From an optimization exercise on the open Yosys and OpenROAD flow, aimed at small area; shortcuts taken in it are not production practice. Where RTL was checked, it was by simulation tests only, not by an equivalence proof against the original. For run 1, only the layout was checked, not whether the RTL still works. The flow treats the clock pin as an ideal source, which a real chip does not have. No activity file was given, so power comes from the tool's default toggle rates.

**flow/constraint.sdc**
```tcl
create_clock -name core_clock -period 10.0 [get_ports {clk}]
set_input_delay 2.0000 -clock core_clock [delete_from_list [all_inputs] [get_ports {clk}]]
set_output_delay 2.0000 -clock core_clock [all_outputs]
set_load 0.01 [all_outputs]
```
**flow/flow/extra.mk**
```make
export BUFFER_PORTS_ARGS = -buffer_cell sky130_fd_sc_hd__buf_1
export CTS_ARGS = -sink_clustering_enable -repair_clock_nets -buf_list sky130_fd_sc_hd__clkbuf_4 -dont_use_dummy_load
```
**flow/flow/area.abc**
```
&get -n
&st
&deepsyn -T 30
&dch
&nf -R 1000 -p -C 32 -F 8
&put
topo
dnsize -c
```
**flow/flow/run.sh**
```bash
#!/bin/bash
# Layout flow: the standard flow (standard.sh) with these changes, none of
# which touches the design's constraints (clock, I/O delays, loads):
#  - synthesis is the standard flow's own script (synth_recipe.tcl: ORFS synth.tcl with
#    -nofsm -noshare, then flatten and renaming), except that the final ABC
#    technology mapping uses the area-oriented script flow/area.abc; the
#    register mapping (dfflibmap) happens before ABC and is unchanged;
#    and yosys's half/full adder extraction is skipped, so that ABC maps
#    the (ripple) arithmetic with the rest of the logic;
#  - flow/extra.mk is appended to config.mk: the port buffers that ORFS puts
#    on every input and output use the smallest buffer cell (buf_1), and
#    the clock tree options;
#  - flow/post_cts.tcl runs at the end of clock tree synthesis (ORFS's
#    POST_CTS_TCL hook): it upsizes leaf clock buffers that drive many
#    flip-flops, to keep the clock-pin slew low.
# Each tool's output goes to the ORFS logs under orfs/logs; the make output
# goes to standard.log in this folder.
set -euo pipefail
W=$(pwd)
cat flow/extra.mk >> config.mk
# after clock tree synthesis: upsize overloaded leaf clock buffers
if [[ -f flow/post_cts.tcl ]]; then
    echo "export POST_CTS_TCL = $W/flow/post_cts.tcl" >> config.mk
fi
sed "s#log_cmd abc {\*}\$abc_args#set abc_args [lreplace \$abc_args 1 1 $W/flow/area.abc]\n  log_cmd abc {*}\$abc_args#" \
    "$FLOW_HOME/scripts/synth.tcl" > "$W/synth_area.tcl"
grep -q "flow/area.abc" "$W/synth_area.tcl"
# no extraction of half/full adders: ABC maps the ripple logic itself
sed -i 's#\[dont_use_adder_kinds\] ne "none"#[dont_use_adder_kinds] ne "none" \&\& 0#' "$W/synth_area.tcl"
grep -q 'ne "none" && 0' "$W/synth_area.tcl"
sed "s#source \$::env(SCRIPTS_DIR)/synth.tcl#source $W/synth_area.tcl#" synth_recipe.tcl > "$W/area_synth.tcl"
grep -q "synth_area.tcl" "$W/area_synth.tcl"
sed "s#SYNTH_SCRIPT=[^ ]*#SYNTH_SCRIPT=$W/area_synth.tcl#" standard.sh > "$W/area_standard.sh"
grep -q "SYNTH_SCRIPT=$W/area_synth.tcl" "$W/area_standard.sh"
bash "$W/area_standard.sh" > standard.log 2>&1
```
**flow/config.mk**
```make
export PLATFORM = sky130hd
export DESIGN_NAME = lcdnut_core
export DESIGN_NICKNAME = lcdnut_core
export VERILOG_FILES = /design/flow/design.v
export SDC_FILE = /design/flow/constraint.sdc
export NUM_CORES = 4
export LEC_CHECK = 0
export CAP_MARGIN = 20
export CORE_MARGIN = 2
export CORE_UTILIZATION = 40
export SLEW_MARGIN = 20
export BUFFER_PORTS_ARGS = -buffer_cell sky130_fd_sc_hd__buf_1
export CTS_ARGS = -sink_clustering_enable -repair_clock_nets -buf_list sky130_fd_sc_hd__clkbuf_4 -dont_use_dummy_load
export POST_CTS_TCL = /design/flow/flow/post_cts.tcl
```
**flow/standard.sh**
```bash
#!/bin/bash
# synth_recipe.tcl (not shown) runs the flow's synth.tcl, then flattens the netlist and writes it again
# the make line also repeats each setting of config.mk as NAME=value (left out here)
make -C /OpenROAD-flow-scripts/flow DESIGN_CONFIG=/design/flow/config.mk WORK_HOME=/design/flow/orfs CLKGATE_MAP_FILE= SYNTH_SCRIPT=/design/flow/synth_recipe.tcl "${@:-finish}"
```
**flow/design.v**
```verilog
module lcdnut_core (
    input  wire        clk,
    input  wire        rst,
    input  wire        tick,
    input  wire [8:0]  cfg_prog_len,
    input  wire [15:0] cfg_t_half,
    input  wire [15:0] cfg_t_bit,
    input  wire [15:0] cfg_t_poll,
    input  wire [15:0] cfg_t_setup,
    input  wire [15:0] cfg_t_strobe,
    input  wire [15:0] cfg_t_proc,
    input  wire [15:0] cfg_t_pause,
    input  wire [15:0] cfg_t_pwrup,
    input  wire [2:0]  cfg_pin_rs,
    input  wire [2:0]  cfg_pin_e,
    input  wire [2:0]  cfg_pin_rx,
    input  wire [2:0]  cfg_pin_d0,
    input  wire [2:0]  cfg_pin_d1,
    input  wire [2:0]  cfg_pin_d2,
    input  wire [2:0]  cfg_pin_d3,
    input  wire [7:0]  cfg_cmd_8bit,
    input  wire [7:0]  cfg_cmd_4bit,
    input  wire [7:0]  cfg_cmd_func,
    input  wire [7:0]  cfg_cmd_dispon,
    input  wire [7:0]  cfg_cmd_entry,
    input  wire        cfg_oneshot_high,
    output wire [7:0]  prog_addr,
    input  wire [15:0] prog_data,
    output wire [7:0]  rom_addr,
    input  wire [7:0]  rom_data,
    input  wire [7:0]  pin_i,
    output wire [7:0]  pin_o,
    output wire [7:0]  pin_oe,
    output wire        halted,
    output wire        fault,
    output wire [2:0]  fault_code,
    output wire [8:0]  fault_pc,
    output wire [15:0] fault_word
);
    localparam [2:0] S_FETCH = 3'd0;
    localparam [2:0] S_CHK   = 3'd1;    
    localparam [2:0] S_XN    = 3'd2;    
    localparam [2:0] S_EHI   = 3'd3;    
    localparam [2:0] S_ELO   = 3'd4;    
    localparam [2:0] S_HUNT  = 3'd5;    
    localparam [2:0] S_RX    = 3'd6;    
    localparam [2:0] S_FAULT = 3'd7;
    reg [2:0]  state;
    reg [15:0] cnt;
    reg [8:0]  pc;
    reg [7:0]  dir;
    reg [7:0]  out;
    reg [7:0]  rxd;
    reg        rxv;
    reg [8:0]  ra;        
    reg [2:0]  sel;       
    reg        lo;        
    wire [15:0] w   = prog_data;
    wire [3:0]  op  = w[15:12];
    wire [3:0]  fa  = w[11:8];
    wire [7:0]  imm = w[7:0];
    assign prog_addr = pc[7:0];
    assign rom_addr  = ra[7:0];
    assign pin_o     = out;
    assign pin_oe    = dir;
    function [8:0] inc9(input [8:0] a);
        integer k;
        reg c;
        begin
            c = 1'b1;
            for (k = 0; k < 9; k = k + 1) begin
                inc9[k] = a[k] ^ c;
                c = c & a[k];
            end
        end
    endfunction
    wire zero = !(|cnt);
    wire act  = zero && !rst;
    wire op_low    = !op[3] && !op[2];                  
    wire op_pinout = op_low && !op[1];
    wire op_pinin  = op_low && op[1] && !op[0];
    wire op_delay  = op_low && op[1] && op[0];
    wire op_ab     = op[3] && op[1];                    
    wire op_rx     = op_ab && !op[0];
    wire op_jmp    = op_ab && op[0];
    wire op_chrr   = op[2] && op[1] && op[0];           
    wire op_init   = op[3] && op[0];                    
    wire op_strf   = op[3] && !op[1] && !op[0];         
    reg legal;
    always @(*) begin
        case (op)
            4'h1:    legal = !fa[3] && (imm[7:1] == 7'd0);
            4'h2:    legal = !fa[3] && (imm == 8'd0);
            4'h3:    legal = !fa[3] && !(fa[2] && fa[1]) && (imm == 8'd0);
            4'h4, 4'h5, 4'h6, 4'h8, 4'hB:
                     legal = (fa == 4'd0);
            4'h7, 4'h9, 4'hA:
                     legal = (fa == 4'd0) && (imm == 8'd0);
            default: legal = 1'b0;
        endcase
    end
    wire in_range;
    lcdnut_lt9 u_lt9 (.a(pc), .b(cfg_prog_len), .lt(in_range));
    wire st_fetch = (state == S_FETCH);
    wire st_chk   = (state == S_CHK);
    wire st_xn    = (state == S_XN);
    wire st_ehi   = (state == S_EHI);
    wire st_elo   = (state == S_ELO);
    wire st_hunt  = (state == S_HUNT);
    wire st_rx    = (state == S_RX);
    wire [2:0] isel = st_fetch ? 3'd6 : sel;
    wire       pdir, plev;
    wire [7:0] pdec;
    lcdnut_pinsel u_pinsel (
        .isel(isel), .d0(cfg_pin_d0), .d1(cfg_pin_d1), .d2(cfg_pin_d2), .d3(cfg_pin_d3),
        .rs(cfg_pin_rs), .e(cfg_pin_e), .fa(fa[2:0]), .rx(cfg_pin_rx),
        .dir(dir), .pin_i(pin_i), .pdir(pdir), .plev(plev), .pdec(pdec)
    );
    wire [2:0] step  = ra[2:0];
    wire [3:0] rstep = ra[3:0];
    wire two  = op[3] ? (!op[0] || step[2]) : (op[1] || op[0]);
    wire xval;
    lcdnut_bytesel u_bytesel (
        .op(op), .step(step), .lo(lo), .sel(sel), .oneshot_high(cfg_oneshot_high),
        .imm(imm), .rxd(rxd), .rom(rom_data),
        .c8(cfg_cmd_8bit), .c4(cfg_cmd_4bit), .cf(cfg_cmd_func), .cd(cfg_cmd_dispon),
        .ce(cfg_cmd_entry), .xval(xval)
    );
    wire xend = op[3] && (op[0] ? (step == 3'd7) : (ra[8] || rom_data == 8'd0));
    wire [8:0] pc_inc = inc9(pc);
    wire [8:0] ra_inc = inc9(ra);
    wire f_delay   = act && st_fetch && op_delay;
    wire ld_half   = (f_delay && fa[2:0] == 3'd0) ||
                     (act && st_hunt && !plev) ||
                     (act && st_rx && rstep[3] && rstep[0]);
    wire ld_bit    = (f_delay && fa[2:0] == 3'd1) ||
                     (act && st_rx && !(rstep[3] && (rstep[1] || rstep[0])));
    wire ld_proc   = (f_delay && fa[2:0] == 3'd2) || (act && st_elo);
    wire ld_strobe = (f_delay && fa[2:0] == 3'd3) || (act && st_ehi);
    wire ld_pause  = (f_delay && fa[2:0] == 3'd4);
    wire ld_pwrup  = (f_delay && fa[2:0] == 3'd5) ||
                     (act && st_chk && sel[2] && sel[0] && op_init);
    wire ld_setup  = act && st_xn && !xend && sel[2];
    wire ld_poll   = act && st_hunt && plev;
    wire [15:0] cnt_n;
    lcdnut_cntnext u_cntnext (
        .ld_half(ld_half), .ld_bit(ld_bit), .ld_proc(ld_proc), .ld_strobe(ld_strobe),
        .ld_pause(ld_pause), .ld_pwrup(ld_pwrup), .ld_setup(ld_setup), .ld_poll(ld_poll),
        .keep(!rst), .bin(tick & !zero), .cnt(cnt),
        .t_half(cfg_t_half), .t_bit(cfg_t_bit), .t_proc(cfg_t_proc), .t_strobe(cfg_t_strobe),
        .t_pause(cfg_t_pause), .t_pwrup(cfg_t_pwrup), .t_setup(cfg_t_setup), .t_poll(cfg_t_poll),
        .cnt_n(cnt_n)
    );
    reg [2:0] state_n;
    reg [8:0] pc_n;
    reg [8:0] ra_n;
    reg [2:0] sel_n;
    reg       lo_n;
    reg       rxv_n;
    reg       shift;
    reg       we_o, we_d;
    reg       oval;
    always @(*) begin
        state_n = state;
        pc_n    = pc;
        ra_n    = ra;
        sel_n   = sel;
        lo_n    = lo;
        rxv_n   = rxv;
        shift   = 1'b0;
        we_o    = 1'b0;
        we_d    = 1'b0;
        oval    = 1'b0;
        if (zero) begin
            case (state)
                S_FETCH: begin
                    ra_n = {1'b0, imm};
                    if (!in_range || !legal) begin
                        state_n = S_FAULT;
                    end else if (op_pinout || op_pinin) begin
                        we_d = 1'b1;
                        we_o = op_pinout;
                        oval = w[0];
                        pc_n = pc_inc;
                    end else if (op_delay) begin
                        pc_n = pc_inc;
                    end else if (op_jmp) begin
                        pc_n = {1'b0, imm};
                    end else if (op_rx) begin
                        rxv_n   = 1'b0;
                        sel_n   = 3'd7;
                        state_n = S_HUNT;
                    end else if (op_chrr && !rxv) begin
                        state_n = S_FAULT;
                    end else begin
                        sel_n   = 3'd0;
                        lo_n    = 1'b0;
                        state_n = S_CHK;
                    end
                end
                S_CHK: begin
                    if (!pdir) begin
                        state_n = S_FAULT;
                    end else if (sel[2] && sel[0]) begin
                        sel_n   = 3'd0;
                        state_n = S_XN;
                    end else begin
                        sel_n = {sel[2] ^ (sel[1] & sel[0]), sel[1] ^ sel[0], !sel[0]};
                    end
                end
                S_XN: begin
                    if (xend) begin
                        if (!op[0] && ra[8]) begin
                            state_n = S_FAULT;
                        end else begin
                            pc_n    = pc_inc;
                            state_n = S_FETCH;
                        end
                    end else begin
                        we_o  = 1'b1;
                        oval  = xval;
                        sel_n = {sel[2] ^ (sel[1] & sel[0]), sel[1] ^ sel[0], !sel[0]};
                        if (sel[2])
                            state_n = S_EHI;
                    end
                end
                S_EHI: begin
                    we_o    = 1'b1;
                    oval    = 1'b1;
                    state_n = S_ELO;
                end
                S_ELO: begin
                    we_o = 1'b1;
                    oval = 1'b0;
                    if (two && !lo) begin
                        lo_n    = 1'b1;
                        sel_n   = 3'd0;
                        state_n = S_XN;
                    end else if (op[3]) begin
                        lo_n    = 1'b0;
                        sel_n   = 3'd0;
                        ra_n    = ra_inc;
                        state_n = S_XN;
                    end else begin
                        pc_n    = pc_inc;
                        state_n = S_FETCH;
                    end
                end
                S_HUNT: begin
                    if (pdir)
                        state_n = S_FAULT;
                    else if (!plev)
                        state_n = S_RX;
                end
                S_RX: begin
                    ra_n = ra_inc;
                    if (rstep[3] && rstep[1]) begin
                        rxv_n   = 1'b1;
                        pc_n    = pc_inc;
                        state_n = S_FETCH;
                    end else begin
                        shift = !rstep[3] || (rstep[2:0] == 3'd0);
                    end
                end
                default: ;
            endcase
        end
    end
    integer i;
    always @(posedge clk) begin
        cnt <= cnt_n;
        for (i = 0; i < 8; i = i + 1)
            if (we_o && pdec[i]) out[i] <= oval;
        if (shift)
            rxd <= {plev, rxd[7:1]};
        ra  <= ra_n;
        sel <= sel_n;
        lo  <= lo_n;
        if (rst) begin
            state <= S_FETCH;
            pc    <= 9'd0;
            dir   <= 8'd0;
            rxv   <= 1'b0;
        end else begin
            state <= state_n;
            pc    <= pc_n;
            rxv   <= rxv_n;
            for (i = 0; i < 8; i = i + 1)
                if (we_d && pdec[i]) dir[i] <= op_pinout;
        end
    end
    assign fault      = (state == S_FAULT);
    assign halted     = st_fetch && zero && in_range && (w == {4'hB, 4'h0, pc[7:0]});
    assign fault_pc   = pc;
    assign fault_word = in_range ? w : 16'h0000;
    assign fault_code = !in_range          ? 3'd2 :
                        !legal             ? 3'd1 :
                        (op_chrr && !rxv)  ? 3'd5 :
                        op_rx              ? 3'd4 :
                        (op_strf && ra[8]) ? 3'd6 : 3'd3;
endmodule
module lcdnut_cntnext (
    input  wire        ld_half, ld_bit, ld_proc, ld_strobe,
    input  wire        ld_pause, ld_pwrup, ld_setup, ld_poll,
    input  wire        keep,
    input  wire        bin,
    input  wire [15:0] cnt,
    input  wire [15:0] t_half, t_bit, t_proc, t_strobe,
    input  wire [15:0] t_pause, t_pwrup, t_setup, t_poll,
    output wire [15:0] cnt_n
);
    reg [15:0] dec;
    reg        b;
    integer    k;
    always @(*) begin
        b = bin;
        for (k = 0; k < 16; k = k + 1) begin
            dec[k] = cnt[k] ^ b;
            b = b & !cnt[k];
        end
    end
    assign cnt_n = ({16{ld_half}}  & t_half)  | ({16{ld_bit}}    & t_bit)    |
                   ({16{ld_proc}}  & t_proc)  | ({16{ld_strobe}} & t_strobe) |
                   ({16{ld_pause}} & t_pause) | ({16{ld_pwrup}}  & t_pwrup)  |
                   ({16{ld_setup}} & t_setup) | ({16{ld_poll}}   & t_poll)   |
                   ({16{keep}}     & dec);
endmodule
module lcdnut_bytesel (
    input  wire [3:0] op,
    input  wire [2:0] step,
    input  wire       lo,
    input  wire [2:0] sel,
    input  wire       oneshot_high,
    input  wire [7:0] imm, rxd, rom,
    input  wire [7:0] c8, c4, cf, cd, ce,
    output wire       xval
);
    wire init = op[3] && op[0];
    wire str  = op[3] && !op[0];
    wire chrr = !op[3] && op[1] && op[0];
    wire s8   = init && !step[2] && !(step[1] && step[0]);
    wire s4   = init && !step[2] && step[1] && step[0];
    wire sf   = init && step[2] && !step[1] && !step[0];
    wire sd   = init && step[2] && !step[1] && step[0];
    wire se   = init && step[2] && step[1];
    wire si   = !op[3] && !chrr;
    wire [7:0] xbyte = ({8{s8}} & c8) | ({8{s4}} & c4) | ({8{sf}} & cf) | ({8{sd}} & cd) |
                       ({8{se}} & ce) | ({8{str}} & rom) | ({8{chrr}} & rxd) | ({8{si}} & imm);
    wire two = op[3] ? (!op[0] || step[2]) : (op[1] || op[0]);
    wire rs  = op[3] ? !op[0] : op[1];
    wire hi  = !lo && (two || oneshot_high);
    assign xval = sel[2] ? rs : xbyte[{hi, sel[1:0]}];
endmodule
module lcdnut_pinsel (
    input  wire [2:0] isel,
    input  wire [2:0] d0, d1, d2, d3, rs, e, fa, rx,
    input  wire [7:0] dir,
    input  wire [7:0] pin_i,
    output wire       pdir,
    output wire       plev,
    output wire [7:0] pdec
);
    reg [2:0] pidx;
    always @(*) begin
        case (isel)
            3'd0: pidx = d0;
            3'd1: pidx = d1;
            3'd2: pidx = d2;
            3'd3: pidx = d3;
            3'd4: pidx = rs;
            3'd5: pidx = e;
            3'd6: pidx = fa;
            default: pidx = rx;
        endcase
    end
    assign pdec = 8'd1 << pidx;
    assign pdir = |(pdec & dir);
    assign plev = |(pdec & pin_i);
endmodule
module lcdnut_lt9 (
    input  wire [8:0] a,
    input  wire [8:0] b,
    output reg        lt
);
    integer k;
    always @(*) begin
        lt = 1'b0;
        for (k = 0; k < 9; k = k + 1)
            lt = (a[k] ^ b[k]) ? b[k] : lt;
    end
endmodule
```
**flow/flow/post_cts.tcl**
```tcl
# Clock-pin slew: a leaf clock buffer (clkbuf_4) that drives more than 9
# flip-flops becomes a clkbuf_8; then legalise the placement again.
set n_up 0
foreach inst [[ord::get_db_block] getInsts] {
  if {[[$inst getMaster] getName] ne "sky130_fd_sc_hd__clkbuf_4"} { continue }
  foreach it [$inst getITerms] {
    if {![$it isOutputSignal]} { continue }
    set net [$it getNet]
    if {$net eq "NULL"} { continue }
    set sinks 0
    foreach t [$net getITerms] {
      if {[$t isInputSignal] && [string match "sky130_fd_sc_hd__*df*" [[[$t getInst] getMaster] getName]]} { incr sinks }
    }
    if {$sinks > 9} {
      replace_cell [$inst getName] sky130_fd_sc_hd__clkbuf_8
      incr n_up
    }
  }
}
puts "post_cts: upsized $n_up leaf clock buffers"
if {$n_up > 0} { detailed_placement }
```
==> results of run 1 <==
layout make-up:
class	count	area [sq um]	area share [%]
well taps	147	184	2.92
inverters	42	158	2.50
multi-input cells	509	3070	48.8
repair buffers	307	1200	19.0
flip-flops and latches	66	1610	25.6
clock buffers	9	73.8	1.17
power by group through the flow:
stage,sequential (mW),clock (mW),combinational [mW]
after detailed placement,0.418,0,0.464
final,0.416,0.133,0.471
after global placement,0.415,0,0.456
after global routing,0.423,0.148,0.521
after floorplan,0.397,0,0.328
Yosys cell counts, types with 15 or more instances:
cell       n  share of area [%]
a21oi_1   45                4.6
a222oi_1  26                5.3
a22oi_1   27                4.1
and2_0    17                2.2
buf_4     16                2.4
clkinv_1  42                3.2
dfxtp_1   37                 15
edfxtp_1  29                 18
nand2_1   82                6.2
nand3_1   18                1.8
nor2_1    51                3.9
nor3_1    16                1.6
nor4_1    15                1.9
o21ai_0   46                4.7
o22ai_1   15                1.9
worst paths after layout:
| check | startpoint | slack, ns | endpoint | cells past startpoint |
|---|---|---|---|---|
| worst max-delay path | prog_data[15] | 3.90 | fault_code[1] | 10 |
| worst min-delay path | rxd[4]$_DFFE_PP_ | 0.45 | rxd[3]$_DFFE_PP_ | 0 |
| worst max register to register | state[2]$_SDFFE_PP0P_ | 4.68 | state[1]$_SDFFE_PP0P_ | 14 |
| worst min register to register | rxd[4]$_DFFE_PP_ | 0.45 | rxd[3]$_DFFE_PP_ | 0 |
worst max-delay path: stages:
cell,delay (ns)
buf_1,0.36
nor2_1,0.23
nor3_1,0.39
a31oi_1,0.08
o21ai_0,0.19
nand3_1,0.09
a21oi_1,0.19
nand2_1,0.19
o21ai_0,0.22
buf_1,0.16
through the flow:
step / std cells / total power [mW]
after floorplan: 633 / 0.725
after global placement: 1071 / 0.871
after detailed placement: 1071 / 0.881
after global routing: 1080 / 1.09
final: 1080 / 1.02
routing by layer:
metal | up-vias | share of wire, % | track usage, %
met2 | 333 | 48 | 48.2
met1 | 3059 | 42 | 37.7
met4 | 0 | 1.6 | 8.43
li1 | 3099 | - | -
met5 | - | 0 | 0
met3 | 32 | 8.4 | 5.96
cells by family (layout without fill, tap and decap cells):
family | count (synthesis) | in the layout | synth area share (%)
xor+xnor | 12 | 12 | 2.13
simple gates | 262 | 262 | 26.1
buf+inv | 58 | 358 | 5.63
flops | 66 | 66 | 32.6
mux | 1 | 1 | 0.203
compound gates | 234 | 234 | 33.3
registers in the layout, summed over array words and instances, names as in the netlist:
name   flops
cnt       16
pc         9
ra         9
dir        8
out        8
rxd        8
sel        3
state      3
lo         1
rxv        1
==> run_results.csv, run 1 <==
group,metric,value,unit
floorplan,ios,296,
status,status,"no timing/DRC/antenna violations",
synth,synth_seq_cells,66,
floorplan,core-area,12000,sq um
synth,yosysWarnings,4,
sta,clock_skew,0.0233,ns
pwr,ir_drop,0.0539,mV
setup_path,cp-start-kind,"input pin",
floorplan,die_w,115,um
sta,slew_violations,0,
sta,max_freq,164,MHz
detailed_routing,vias,6523,
min_path,hold_path.class,"reg -> reg",
sta,hold_slack,0.446,ns
clocking,numClockSinks,66,
grt,track_usage,28.8,%
setup_path,required,8.00,ns
synth,async_flop_share,0,%
grt,grt_max_degree,33,
sta,layout_setup_ws,3.90,ns
clocking,insertion_delay,0.42,ns
final_layout,final_util,52.4,%
place,dp_slack,3.94,ns
pwr,p_switching,0.451,mW
synth,postSynthAreaPerCell,7.80,sq um
sta,maxSlewHeadroom,31.9,%
synth,synth_area,4940,sq um
pwr,p_leak,1.92,nW
place,portBuffers,295,
detailed_routing,antenna_left,0,
setup_path,cp-end-kind,"primary output",
final_layout,layout_common_cells,"buf_1 (295), nand2_1 (82), nor2_1 (50)",
synth,synth-main-ff-cell,"dfxtp_1",
sta,fin_crit,6.10,ns
synth,syn_inst,633,
grt,grt_pass1_vias,6108,
detailed_routing,avgRoutedWirePerCell,18.3,um
place,dp_hpwl,15.4,mm
sta,setup_tns,0,ns
detailed_routing,drt-initial-drc-count,776,
detailed_routing,totalWireLength,19.8,mm
setup_path,cp_data_arrival_time,4.10,ns
place,place_area,6210,sq um
pwr,p_comb_share,46.2,%
pwr,clkPwrFrac,13.0,%
grt,grt-ovfl-total,0,
pwr,switching_share,44.2,%
job,drv_cap,0,
floorplan,die-area,13200,sq um
clocking,path_clk_slew,0.09,ns
floorplan,placementRows,40,
final_layout,fill_cells,1263,
sta,tightest_slew,1.01,ns
setup_path,cp_max_fo,10,
synth,synth_cell_types,47,
synth,yosysSeqAreaShare,32.6,%
sta,final_hold_viol_count,0,
final_layout,diodes,0,
final_layout,nets,1169,
final_layout,drive_gt1_share,2.79,%
sta,post-route-period-util,61.0,%
grt,grt_pass1_wl,30.1,mm
synth,synth_edf_count,29,
grt,grt_antenna_before_repair,0,
floorplan,start_util,41.1,%
setup_path,critPathKind,"in -> out",
detailed_routing,via_per_inst,6.04,
pwr,pwr-share-seq,40.8,%
final_layout,layout.cells.most_common,"buf_1",
detailed_routing,dr.pass1.iters,6,
clocking,cts_tree,"done",
detailed_routing,drc,0,
sta,rsz0062_at_grt,"false",
place,routabilityCongestion,0.933,
floorplan,die_h,115,um
pwr,internal_power,0.569,mW
synth,synth_fp_nets,867,
final_layout,area_growth,27.6,%
final_layout,fin_area,6300,sq um
pwr,power.density,162,nW/um^2
sta,setup_viol,0,
==> run 2, diff against run 1 <==
--- a/flow/design.v
+++ b/flow/design.v
@@ -85,7 +85,6 @@
     wire op_jmp    = op_ab && op[0];
     wire op_chrr   = op[2] && op[1] && op[0];           
     wire op_init   = op[3] && op[0];                    
-    wire op_strf   = op[3] && !op[1] && !op[0];         
     reg legal;
     always @(*) begin
         case (op)
@@ -210,7 +209,7 @@
                 end
                 S_XN: begin
                     if (xend) begin
-                        if (!op[0] && ra[8]) begin
+                        if (ra[8]) begin
                             state_n = S_FAULT;
                         end else begin
                             pc_n    = pc_inc;
@@ -296,8 +295,8 @@
     assign fault_code = !in_range          ? 3'd2 :
                         !legal             ? 3'd1 :
                         (op_chrr && !rxv)  ? 3'd5 :
-                        op_rx              ? 3'd4 :
-                        (op_strf && ra[8]) ? 3'd6 : 3'd3;
+                        op_ab              ? 3'd4 :
+                        ra[8]              ? 3'd6 : 3'd3;
 endmodule
 module lcdnut_cntnext (
     input  wire        ld_half, ld_bit, ld_proc, ld_strobe,
==> run 2 against run 1 <==
Wire length rose by 3.1%. Still clean. Critical path depth fell by 1. Clock-buffer cell count did not move. Worst hold slack improved by 0.0096 ns. Critical endpoint is now fault_code[0]. Core utilization rose by 0.062 points. Die area fell by 0.69%. Global-route usage rose by 0.86 points. Synthesized cell count fell by 6.0%. Fmax rose by 1.3%. Highest routed layer unchanged.
==> run_results.csv, run 2 <==
group,metric,value,unit
setup_path,crit_path_start,"prog_data[15]",
final_layout,largest_register,"cnt",
final_layout,area_growth,28.1,%
final_layout,nets,1128,
synth,yosysMostFrequentCell,"nand2_1",
place,place_area,6180,sq um
floorplan,die_w,115,um
synth,async_flop_share,0,%
grt,grt_pass1_vias,5970,
detailed_routing,vias,6489,
synth,synth_fp_nets,829,
sta,setup_viol,0,
setup_path,crit_family,"simple AND/OR/NAND/NOR gates",
final_layout,drive_gt1_share,2.80,%
sta,post-route-period-util,60.3,%
synth,synth-main-ff-cell,"dfxtp_1",
setup_path,rr_worst_depth,13,
min_path,hold_path.class,"reg -> reg",
detailed_routing,totalWireLength,20.4,mm
final_layout,largest_registers,"cnt (16), pc (9), ra (9)",
clocking,path_clk_slew,0.10,ns
detailed_routing,avgRoutedWirePerCell,19.7,um
clocking,numClockSinks,66,
synth,synth_seq_cells,66,
sta,rsz0062_at_grt,"false",
grt,grt-ovfl-total,0,
synth,yosysSeqAreaShare,32.9,%
clocking,insertion_delay,0.44,ns
setup_path,cp.depth,9,
detailed_routing,antenna_left,0,
place,routabilityCongestion,0.946,
setup_path,required,8.00,ns
clocking,cts_tree,"done",
setup_path,cp_max_fo,20,
final_layout,layout_common_cells,"buf_1 (295), nand2_1 (53), nor2_1 (51)",
sta,layout_setup_ws,3.97,ns
place,dp_hpwl,15.8,mm
sta,hold_slack,0.455,ns
setup_path,cp_cell_sequence,"buf_1, or2_0, o21ai_0, a222oi_1, nor3_1, and2_0, nor2b_1, nor2b_1, buf_1",
floorplan,ios,296,
pwr,p_leak,1.89,nW
floorplan,die_h,115,um
pwr,total_power,1.25,mW
synth,synth_area,4900,sq um
sta,fin_crit,6.03,ns
grt,grt_max_degree,33,
floorplan,core-area,12000,sq um
place,dp_slack,3.78,ns
job,drv_cap,0,
pwr,power.density,199,nW/um^2
synth,synth_cell_types,49,
setup_path,critPathBufInv,2,
floorplan,die-area,13200,sq um
sta,max_freq,166,MHz
setup_path,cp-start-kind,"input pin",
setup_path,endpoint,"fault_code[0]",
detailed_routing,drt-initial-drc-count,624,
detailed_routing,dr.pass1.iters,9,
detailed_routing,via_per_inst,6.25,
synth,syn_inst,595,
setup_path,crit_slowest_cell,"buf_1",
synth,postSynthAreaPerCell,8.24,sq um
pwr,ir_drop,0.135,mV
status,status,"no timing/DRC/antenna violations",
setup_path,r2r_end,"cnt[6]$_DFF_P_",
setup_path,regToRegStartpoint,"state[0]$_SDFFE_PP0P_",
sta,tightest_slew,1.03,ns
setup_path,slowest_delay,0.57,ns
detailed_routing,drc,0,
grt,track_usage,29.7,%
sta,maxSlewHeadroom,31.0,%
final_layout,layoutNonFillerInstCount,1039,
synth,yosys-top-cells-area,"edfxtp_1 (18%), dfxtp_1 (15%), a222oi_1 (6.1%)",
grt,grt_antenna_before_repair,0,
place,dp.cells,1030,
final_layout,fin_area,6280,sq um
final_layout,largest_register_ffs,16,
setup_path,cp-end-kind,"primary output",
setup_path,cp_data_arrival_time,4.03,ns
grt,grt_pass1_wl,30.5,mm
floorplan,placementRows,40,
synth,synth_top_area_cell,"edfxtp_1",
sta,final_hold_viol_count,0,
floorplan,start_util,41.0,%
final_layout,diodes,0,
sta,clock_skew,0.0423,ns
final_layout,final_util,52.5,%
place,portBuffers,295,
final_layout,fill_cells,1192,
synth,synth_edf_count,29,
synth,yosysWarnings,4,
final_layout,layout.cells.most_common,"buf_1",
sta,setup_tns,0,ns
setup_path,critPathKind,"in -> out",
setup_path,rrSetupSlack,5.24,ns
sta,slew_violations,0,
synth,synth_top_area_share,17.8,%
synth,yosys-top-cells-count,"nand2_1 (53), nor2_1 (51), dfxtp_1 (37)",
==> run 2: logic make-up after synthesis <==
group                    count (synthesis)  share of synthesized area, %
AO/OA/AOI/OAI                          226                          34.4
XOR/XNOR                                15                          2.68
adder cells (fa/ha/maj)                  1                         0.204
buffers and inverters                   49                          4.98
flip-flops                              66                          32.9
multiplexers                             1                         0.230
AND/OR/NAND/NOR                        237                          24.6
==> run 2: worst min path at each step <==
| stage | start | endpoint | slack, ns | cells after the start |
|---|---|---|---|---|
| finish | rxd[7]$_DFFE_PP_ | rxd[6]$_DFFE_PP_ | 0.46 | 0 |
| global route | rxd[7]$_DFFE_PP_ | rxd[6]$_DFFE_PP_ | 0.47 | 0 |
| detailed placement | rxd[6]$_DFFE_PP_ | rxd[5]$_DFFE_PP_ | 0.46 | 0 |
| global placement | rxd[5]$_DFFE_PP_ | rxd[4]$_DFFE_PP_ | 0.46 | 0 |
| floorplan | rxd[1]$_DFFE_PP_ | rxd[0]$_DFFE_PP_ | 0.43 | 0 |
==> run 2: layout make-up <==
type	count	area, sq um	area share [%]
sequential	66	1610	25.7
tap	147	184	2.93
clock buffer	9	80.1	1.28
timing repair buffer	304	1170	18.7
multi-input combinational	480	3100	49.4
inverter	33	124	1.97
==> run 2: power breakdown <==
part           switching, mW  total (mW)  leakage, nW  internal (mW)
Clock                 0.0882       0.138       0.0466         0.0501
Combinational          0.410       0.659         1.27          0.249
Sequential            0.0934       0.450        0.573          0.356
==> run 2: routing by layer <==
layer | vias up | GRT usage (%) | routed length, um
li1 | 3015 | - | -
met1 | 3050 | 39.6 | 8510
met2 | 384 | 48.0 | 9600
met3 | 40 | 5.45 | 1870
met4 | 0 | 10.9 | 447
met5 | - | 0 | 0
==> run 3, diff against run 2 <==
--- a/flow/design.v
+++ b/flow/design.v
@@ -52,7 +52,7 @@
     reg [7:0]  out;
     reg [7:0]  rxd;
     reg        rxv;
-    reg [8:0]  ra;        
+    reg [7:0]  ra;        
     reg [2:0]  sel;       
     reg        lo;        
     wire [15:0] w   = prog_data;
@@ -60,7 +60,7 @@
     wire [3:0]  fa  = w[11:8];
     wire [7:0]  imm = w[7:0];
     assign prog_addr = pc[7:0];
-    assign rom_addr  = ra[7:0];
+    assign rom_addr  = ra;
     assign pin_o     = out;
     assign pin_oe    = dir;
     function [8:0] inc9(input [8:0] a);
@@ -125,9 +125,10 @@
         .c8(cfg_cmd_8bit), .c4(cfg_cmd_4bit), .cf(cfg_cmd_func), .cd(cfg_cmd_dispon),
         .ce(cfg_cmd_entry), .xval(xval)
     );
-    wire xend = op[3] && (op[0] ? (step == 3'd7) : (ra[8] || rom_data == 8'd0));
+    wire rom_past = sel[2] && sel[1];
+    wire xend = op[3] && (op[0] ? (step == 3'd7) : (rom_past || rom_data == 8'd0));
     wire [8:0] pc_inc = inc9(pc);
-    wire [8:0] ra_inc = inc9(ra);
+    wire [8:0] ra_inc = inc9({1'b0, ra});    
     wire f_delay   = act && st_fetch && op_delay;
     wire ld_half   = (f_delay && fa[2:0] == 3'd0) ||
                      (act && st_hunt && !plev) ||
@@ -152,7 +153,7 @@
     );
     reg [2:0] state_n;
     reg [8:0] pc_n;
-    reg [8:0] ra_n;
+    reg [7:0] ra_n;
     reg [2:0] sel_n;
     reg       lo_n;
     reg       rxv_n;
@@ -173,7 +174,7 @@
         if (zero) begin
             case (state)
                 S_FETCH: begin
-                    ra_n = {1'b0, imm};
+                    ra_n = imm;
                     if (!in_range || !legal) begin
                         state_n = S_FAULT;
                     end else if (op_pinout || op_pinin) begin
@@ -209,7 +210,7 @@
                 end
                 S_XN: begin
                     if (xend) begin
-                        if (ra[8]) begin
+                        if (rom_past) begin
                             state_n = S_FAULT;
                         end else begin
                             pc_n    = pc_inc;
@@ -237,8 +238,8 @@
                         state_n = S_XN;
                     end else if (op[3]) begin
                         lo_n    = 1'b0;
-                        sel_n   = 3'd0;
-                        ra_n    = ra_inc;
+                        sel_n   = {3{ra_inc[8]}};
+                        ra_n    = ra_inc[7:0];
                         state_n = S_XN;
                     end else begin
                         pc_n    = pc_inc;
@@ -252,7 +253,7 @@
                         state_n = S_RX;
                 end
                 S_RX: begin
-                    ra_n = ra_inc;
+                    ra_n = ra_inc[7:0];
                     if (rstep[3] && rstep[1]) begin
                         rxv_n   = 1'b1;
                         pc_n    = pc_inc;
@@ -296,7 +297,7 @@
                         !legal             ? 3'd1 :
                         (op_chrr && !rxv)  ? 3'd5 :
                         op_ab              ? 3'd4 :
-                        ra[8]              ? 3'd6 : 3'd3;
+                        rom_past           ? 3'd6 : 3'd3;
 endmodule
 module lcdnut_cntnext (
     input  wire        ld_half, ld_bit, ld_proc, ld_strobe,
==> run 3 against run 2 <==
Still clean. Cell area hardly changed. Sequential share of layout area is 0.47 points lower. Fmax is 5.3% lower. Global-route usage is 0.85 points lower. First-iteration DRC count is 23% lower. Register-to-register slack worse by 0.37 ns. Sequential power is 9.6% lower. Critical path type unchanged. Critical endpoint is now fault_code[2]. Highest routed layer unchanged.
==> run_results.csv, run 3 <==
group,metric,value,unit
synth,yosys-top-cells-count,"nand2_1 (62), a22oi_1 (53), nor2_1 (48)",
setup_path,critPathBufInv,3,
sta,rsz0062_at_grt,"false",
setup_path,crit_family,"compound AO/OA/AOI/OAI gates",
detailed_routing,via_per_inst,6.04,
job,drv_cap,0,
synth,yosys-top-cells-area,"edfxtp_1 (17%), dfxtp_1 (15%), a22oi_1 (8.2%)",
min_path,hold_path.class,"reg -> reg",
min_path,hold_depth,0,
final_layout,fill_cells,1210,
sta,final_hold_viol_count,0,
setup_path,slowest_delay,0.58,ns
floorplan,die_w,114,um
clocking,path_clk_slew,0.07,ns
setup_path,cp-end-kind,"primary output",
final_layout,layoutNonFillerInstCount,1061,
floorplan,core-area,12000,sq um
setup_path,crit_slowest_cell,"maj3_1",
final_layout,nets,1148,
setup_path,cp.depth,12,
final_layout,area_growth,29.0,%
sta,fin_crit,6.36,ns
synth,synth_cell_types,53,
pwr,ir_drop,0.0661,mV
final_layout,largest_registers,"cnt (16), pc (9)",
sta,post-route-period-util,63.6,%
synth,yosysMostFrequentCell,"nand2_1",
pwr,total_power,1.10,mW
setup_path,rr_worst_depth,15,
grt,grt_pass1_wl,29.6,mm
place,place_area,6180,sq um
sta,layout_setup_ws,3.64,ns
setup_path,rrSetupSlack,4.87,ns
floorplan,die-area,13100,sq um
final_layout,fin_area,6280,sq um
final_layout,largest_register_ffs,16,
detailed_routing,vias,6405,
synth,yosysWarnings,4,
place,portBuffers,295,
place,dp_hpwl,15.7,mm
place,routabilityCongestion,0.961,
synth,synth_area,4870,sq um
floorplan,ios,296,
final_layout,final_util,52.5,%
detailed_routing,totalWireLength,20.1,mm
clocking,cts_tree,"done",
synth,synth-main-ff-cell,"dfxtp_1",
pwr,power.density,175,nW/um^2
sta,maxSlewHeadroom,35.2,%
synth,synth_edf_count,28,
sta,slew_violations,0,
synth,postSynthAreaPerCell,8.00,sq um
place,dp_slack,3.68,ns
clocking,numClockSinks,65,
sta,max_freq,157,MHz
synth,synth_top_area_cell,"edfxtp_1",
synth,synth_seq_cells,65,
synth,yosysSeqAreaShare,32.5,%
setup_path,required,8.00,ns
setup_path,endpoint,"fault_code[2]",
detailed_routing,drt-initial-drc-count,483,
final_layout,layout.cells.most_common,"buf_1",
setup_path,cp_max_fo,20,
place,dp.cells,1050,
final_layout,drive_gt1_share,2.30,%
sta,tightest_slew,0.971,ns
grt,grt_max_degree,26,
grt,grt-ovfl-total,0,
floorplan,placementRows,40,
status,status,"no timing/DRC/antenna violations",
grt,grt_antenna_before_repair,1,
pwr,p_leak,1.92,nW
setup_path,cp_cell_sequence,"buf_1, a22oi_1, a21oi_1, a221oi_1, o21ai_0, o221ai_1, o21ai_0, maj3_1, nor2b_1, clkinv_1, a31oi_1, buf_1",
setup_path,cp_data_arrival_time,4.36,ns
floorplan,start_util,40.7,%
setup_path,r2r_end,"state[0]$_SDFFE_PP0P_",
detailed_routing,avgRoutedWirePerCell,18.9,um
setup_path,crit_path_start,"cfg_prog_len[2]",
synth,async_flop_share,0,%
synth,synth_fp_nets,842,
synth,synth_top_area_share,17.3,%
detailed_routing,dr.pass1.iters,7,
setup_path,cp-start-kind,"input pin",
floorplan,die_h,114,um
sta,hold_slack,0.457,ns
synth,syn_inst,608,
final_layout,layout_common_cells,"buf_1 (295), nand2_1 (62), a22oi_1 (53)",
final_layout,largest_register,"cnt",
sta,setup_tns,0,ns
sta,setup_viol,0,
clocking,insertion_delay,0.43,ns
detailed_routing,drc,0,
setup_path,critPathKind,"in -> out",
detailed_routing,antenna_left,0,
grt,track_usage,28.8,%
grt,grt_pass1_vias,5786,
sta,clock_skew,0.0237,ns
setup_path,regToRegStartpoint,"state[1]$_SDFFE_PP0P_",
[run 3: cell count changes after synthesis, moves of 9 or more]
| cell | delta |
|---|---|
| nand2_1 | +9 |
| o32ai_1 | -10 |
| a21oi_1 | +14 |
| o21ai_0 | +17 |
| a222oi_1 | -16 |
| a22oi_1 | +27 |
| o211ai_1 | -10 |
| o22ai_1 | -17 |
[run 3: worst min path at each step]
stage / startpoint / to
after global placement: rxd[4]$_DFFE_PP_ / rxd[3]$_DFFE_PP_
after global routing: rxd[3]$_DFFE_PP_ / rxd[2]$_DFFE_PP_
final: rxd[4]$_DFFE_PP_ / rxd[3]$_DFFE_PP_
after detailed placement: rxd[4]$_DFFE_PP_ / rxd[3]$_DFFE_PP_
after floorplan: rxd[1]$_DFFE_PP_ / rxd[0]$_DFFE_PP_
[run 3: logic make-up (layout without fill, tap and decap cells)]
| family | count (synthesis) | in the layout | synth area share, % |
|---|---|---|---|
| flip-flops | 65 | 65 | 32.5 |
| adder cells (fa/ha/maj) | 1 | 1 | 0.206 |
| buffers and inverters | 38 | 342 | 3.55 |
| AND/OR/NAND/NOR | 245 | 245 | 25.7 |
| other | 0 | 2 | 0 |
| AO/OA/AOI/OAI | 242 | 242 | 35.0 |
| multiplexers | 1 | 1 | 0.206 |
| XOR/XNOR | 16 | 16 | 2.88 |
[run 3: area by class of cell]
| cell class | instances | area, sq um | share of cell area, % |
|---|---|---|---|
| multi-input cells | 505 | 3150 | 50.1 |
| well taps | 147 | 184 | 2.93 |
| diodes | 2 | 5.00 | 0.0797 |
| inverters | 30 | 113 | 1.79 |
| clock buffers | 9 | 80.1 | 1.28 |
| flip-flops and latches | 65 | 1580 | 25.2 |
| repair buffers | 303 | 1170 | 18.6 |
[run 3: where the power goes]
part / switching [mW] / internal [mW] / total [mW]
Combinational: 0.347 / 0.204 / 0.551
Clock: 0.0877 / 0.0501 / 0.138
Sequential: 0.0687 / 0.338 / 0.407
Total: 0.503 / 0.592 / 1.10
[run 3: layer usage]
layer	share of wire [%]	up-vias	wire, um	global-route usage [%]
li1	-	3056	-	-
met1	41	2998	8250	35.4
met4	2.3	0	459	11.1
met2	50	315	10000	51.0
met3	6.8	36	1360	4.24
met5	0	-	0	0
==> run 4, diff against run 3 <==
--- a/flow/config.mk
+++ b/flow/config.mk
@@ -9,6 +9,8 @@
 export CORE_MARGIN = 2
 export CORE_UTILIZATION = 40
 export SLEW_MARGIN = 20
+export SYNTH_HIERARCHICAL = 1
+export SYNTH_MINIMUM_KEEP_SIZE = 0
 export BUFFER_PORTS_ARGS = -buffer_cell sky130_fd_sc_hd__buf_1
 export CTS_ARGS = -sink_clustering_enable -repair_clock_nets -buf_list sky130_fd_sc_hd__clkbuf_4 -dont_use_dummy_load
 export POST_CTS_TCL = /design/flow/flow/post_cts.tcl
==> run 4 against run 3 <==
Still clean. First-iteration DRC count increased by 38%. Register-to-register slack worse by 0.44 ns. Sequential power shrank 3%. Total power is 13% lower. Worst hold slack gained 0.020 ns. Combinational power fell by 23%. Clock skew rose by 0.0023 ns. Critical path depth is 3 higher. Clock-buffer cell count stayed put. Cell area decreased by 0.32%. Non-clock buffer count is 2 higher. Critical path type unchanged. Largest power group unchanged.
==> run_results.csv, run 4 <==
group,metric,value,unit
detailed_routing,drc,0,
setup_path,critPathKind,"in -> out",
min_path,holdCritStartpoint,"rxd[5]$_DFFE_PP_",
final_layout,largest_registers,"cnt (16), pc (9)",
final_layout,fin_area,6260,sq um
synth,yosys-top-cells-count,"nand2_1 (81), nor2_1 (59), a22oi_1 (47)",
clocking,cts_tree,"done",
floorplan,placementRows,40,
floorplan,core-area,11900,sq um
floorplan,die_h,114,um
grt,grt_antenna_before_repair,1,
detailed_routing,top_layer,"met4",
status,status,"no timing/DRC/antenna violations",
setup_path,rrSetupSlack,4.43,ns
setup_path,regToRegStartpoint,"pc[0]$_SDFFE_PP0P_",
synth,synth_seq_cells,65,
floorplan,die-area,13000,sq um
setup_path,cp-start-kind,"input pin",
synth,yosysMostFrequentCell,"nand2_1",
detailed_routing,routed-wl-met3,1.44,mm
min_path,hold_path.class,"reg -> reg",
place,place_area,6170,sq um
setup_path,required,8.00,ns
setup_path,cp_max_fo,19,
floorplan,start_util,40.7,%
pwr,power.density,153,nW/um^2
setup_path,crit_slowest_cell,"maj3_1",
sta,setup_tns,0,ns
final_layout,nets,1142,
clocking,numClockSinks,65,
setup_path,cp_data_arrival_time,5.83,ns
sta,max_freq,128,MHz
pwr,p_leak,2.04,nW
final_layout,drive_gt1_share,2.54,%
sta,post-route-period-util,78.3,%
sta,setup_viol,0,
sta,slew_violations,0,
min_path,hold_depth,0,
detailed_routing,antenna_left,0,
synth,synth_fp_nets,834,
synth,async_flop_share,0,%
synth,synth_edf_count,28,
sta,tightest_slew,1.02,ns
final_layout,area_growth,29.0,%
grt,grt_pass1_wl,30.2,mm
floorplan,die_w,114,um
sta,rsz0062_at_grt,"false",
place,dp_hpwl,15.8,mm
grt,track_usage,29.6,%
synth,yosysWarnings,10,
final_layout,layout.cells.most_common,"buf_1",
synth,synth_area,4850,sq um
grt,grt_max_degree,22,
grt,grt-ovfl-total,0,
detailed_routing,dr_wl_met2,10.1,mm
setup_path,cpMostUsedCell,"maj3_1",
sta,maxSlewHeadroom,31.8,%
setup_path,cp_cell_sequence,"buf_1, nor2b_1, maj3_1, maj3_1, maj3_1, maj3_1, maj3_1, maj3_1, maj3_1, maj3_1, buf_4, nand2_1, nor2_1, and4_1, buf_1",
final_layout,layout_common_cells,"buf_1 (295), nand2_1 (81), nor2_1 (59)",
min_path,hold_end,"rxd[4]$_DFFE_PP_",
setup_path,cp-end-kind,"primary output",
synth,syn_inst,600,
detailed_routing,via_per_inst,6.03,
pwr,ir_drop,0.0547,mV
detailed_routing,vias,6358,
place,portBuffers,295,
detailed_routing,totalWireLength,20.1,mm
final_layout,largest_register,"cnt",
setup_path,slowest_delay,0.37,ns
final_layout,fill_cells,1210,
floorplan,ios,296,
final_layout,largest_register_ffs,16,
synth,synth_cell_types,53,
sta,fin_crit,7.83,ns
detailed_routing,drt-initial-drc-count,665,
sta,final_hold_viol_count,0,
detailed_routing,drt-met1-wl,8.04,mm
detailed_routing,dr.pass1.iters,7,
place,routabilityCongestion,0.951,
sta,clock_skew,0.0259,ns
synth,yosysSeqAreaShare,32.6,%
synth,synth_top_area_share,17.3,%
synth,postSynthAreaPerCell,8.08,sq um
clocking,path_clk_slew,0.09,ns
grt,grt_pass1_vias,6031,
synth,synth_top_area_cell,"edfxtp_1",
synth,yosys-top-cells-area,"edfxtp_1 (17%), dfxtp_1 (15%), a22oi_1 (7.3%)",
synth,synth-main-ff-cell,"dfxtp_1",
detailed_routing,avgRoutedWirePerCell,19.0,um
job,drv_cap,0,
setup_path,rr_worst_depth,21,
setup_path,r2r_end,"pc[7]$_SDFFE_PP0P_",
clocking,insertion_delay,0.44,ns
==> run 4: changes by cell type after synthesis, moves of 6 or more <==
| cell | delta |
|---|---|
| nand2_1 | +19 |
| a222oi_1 | +14 |
| clkinv_1 | -14 |
| a21oi_1 | -12 |
| nor2_1 | +11 |
| nor3_1 | -10 |
| a221oi_1 | -8 |
| maj3_1 | +7 |
| xor2_1 | +7 |
| a22oi_1 | -6 |
| nand2b_1 | +6 |
==> run 4: kinds of logic after synthesis <==
group / after synthesis / synth area share [%]
compound gates: 213 / 32.2
xor+xnor: 20 / 3.61
fa+ha+maj: 8 / 1.65
buf+inv: 24 / 2.48
flops: 65 / 32.6
mux: 1 / 0.464
simple gates: 269 / 27.0
==> run 4: how the worst max path moves through the flow <==
stage	from	endpoint	slack [ns]
2_1_floorplan	cfg_prog_len[0]	halted	2.50
3_3_place_gp	cfg_prog_len[0]	halted	2.23
3_5_place_dp	cfg_prog_len[0]	halted	2.17
5_1_grt	cfg_prog_len[0]	halted	2.04
6_report	cfg_prog_len[0]	halted	2.17
==> run 4: layout make-up <==
cell class,count,area (sq um),area share (%)
Antenna cell,1,2.50,0.0400
Clock buffer,9,80.1,1.28
Inverter,16,60.1,0.960
Tap cell,147,184,2.94
Sequential cell,65,1580,25.3
Timing Repair Buffer,305,1180,18.9
Multi-Input combinational cell,511,3170,50.6
==> run 4: critical path, delay by kind of cell <==
family	cells	cell delay, ns
buffers and inverters	3	0.40
and+or+nand+nor	4	0.54
adders and majority gates	8	2.89
==> run 4: stage by stage <==
step,hold slack (ns),worst slack (ns),std cells,power [mW],util [%]
3_3_place_gp,0.448,2.23,1044,0.811,51.8
6_report,0.477,2.17,1054,0.957,52.5
3_5_place_dp,0.447,2.17,1044,0.820,51.8
5_1_grt,0.481,2.04,1054,1.03,52.5
2_1_floorplan,0.425,2.50,600,0.655,-
==> run 4: modules after synthesis, one instance, submodules excluded <==
module          area, sq um  flip-flops and latches  copies in the design  cells inside
lcdnut_bytesel          427                       0                     1            68
lcdnut_cntnext          836                       0                     1           111
lcdnut_core            3160                      65                     1           352
lcdnut_lt9              116                       0                     1            17
lcdnut_pinsel           314                       0                     1            52
==> run 4: routing by layer <==
| layer | global-route usage (%) | up-vias |
|---|---|---|
| met5 | 0 | - |
| met4 | 11.5 | 0 |
| li1 | - | 2997 |
| met3 | 4.92 | 50 |
| met1 | 36.6 | 2982 |
| met2 | 51.5 | 329 |
==> run 4: report_power, final <==
part | switching (mW) | internal (mW) | total (mW) | leakage, nW
Sequential | 0.0649 | 0.328 | 0.393 | 0.564
Combinational | 0.266 | 0.161 | 0.427 | 1.43
Clock | 0.0873 | 0.0500 | 0.137 | 0.0466

[separate check: timing with driven ports]
The flow's constraints put no driver on any port. The routed layouts listed below were extracted and timed again, unchanged, in two steps. Step 1 (the two cells are an assumption about what drives the block):
set clk [get_ports {clk}]
set_driving_cell -lib_cell sky130_fd_sc_hd__clkbuf_16 $clk
set_driving_cell -lib_cell sky130_fd_sc_hd__buf_2 [delete_from_list [all_inputs] $clk]
Step 2 times the ports against the registers' clock, not the clock port: input delays grow and output delays shrink by t, the midpoint of the rising clock arrivals with the driver on. Three values: ideal ports, drivers, drivers and shift; two values: the first two.
| run | shift t [ns] | setup slack, ns | latest minus earliest clock arrival (ns) |
|---|---|---|---|
| run 1 | 0.446 | 3.896 / 3.871 / 3.805 | 0.023 / 0.023 |
| run 2 | 0.451 | 3.972 / 3.944 / 3.632 | 0.042 / 0.042 |
| run 3 | 0.454 | 3.638 / 3.611 / 3.611 | 0.024 / 0.023 |
| run 4 | 0.463 | 2.171 / 2.149 / 2.149 | 0.026 / 0.026 |
After both steps setup and hold are still met in every run listed. For run 2, which loses most, drivers alone change the setup slack by -0.028 ns; drivers and shift together by -0.340 ns.
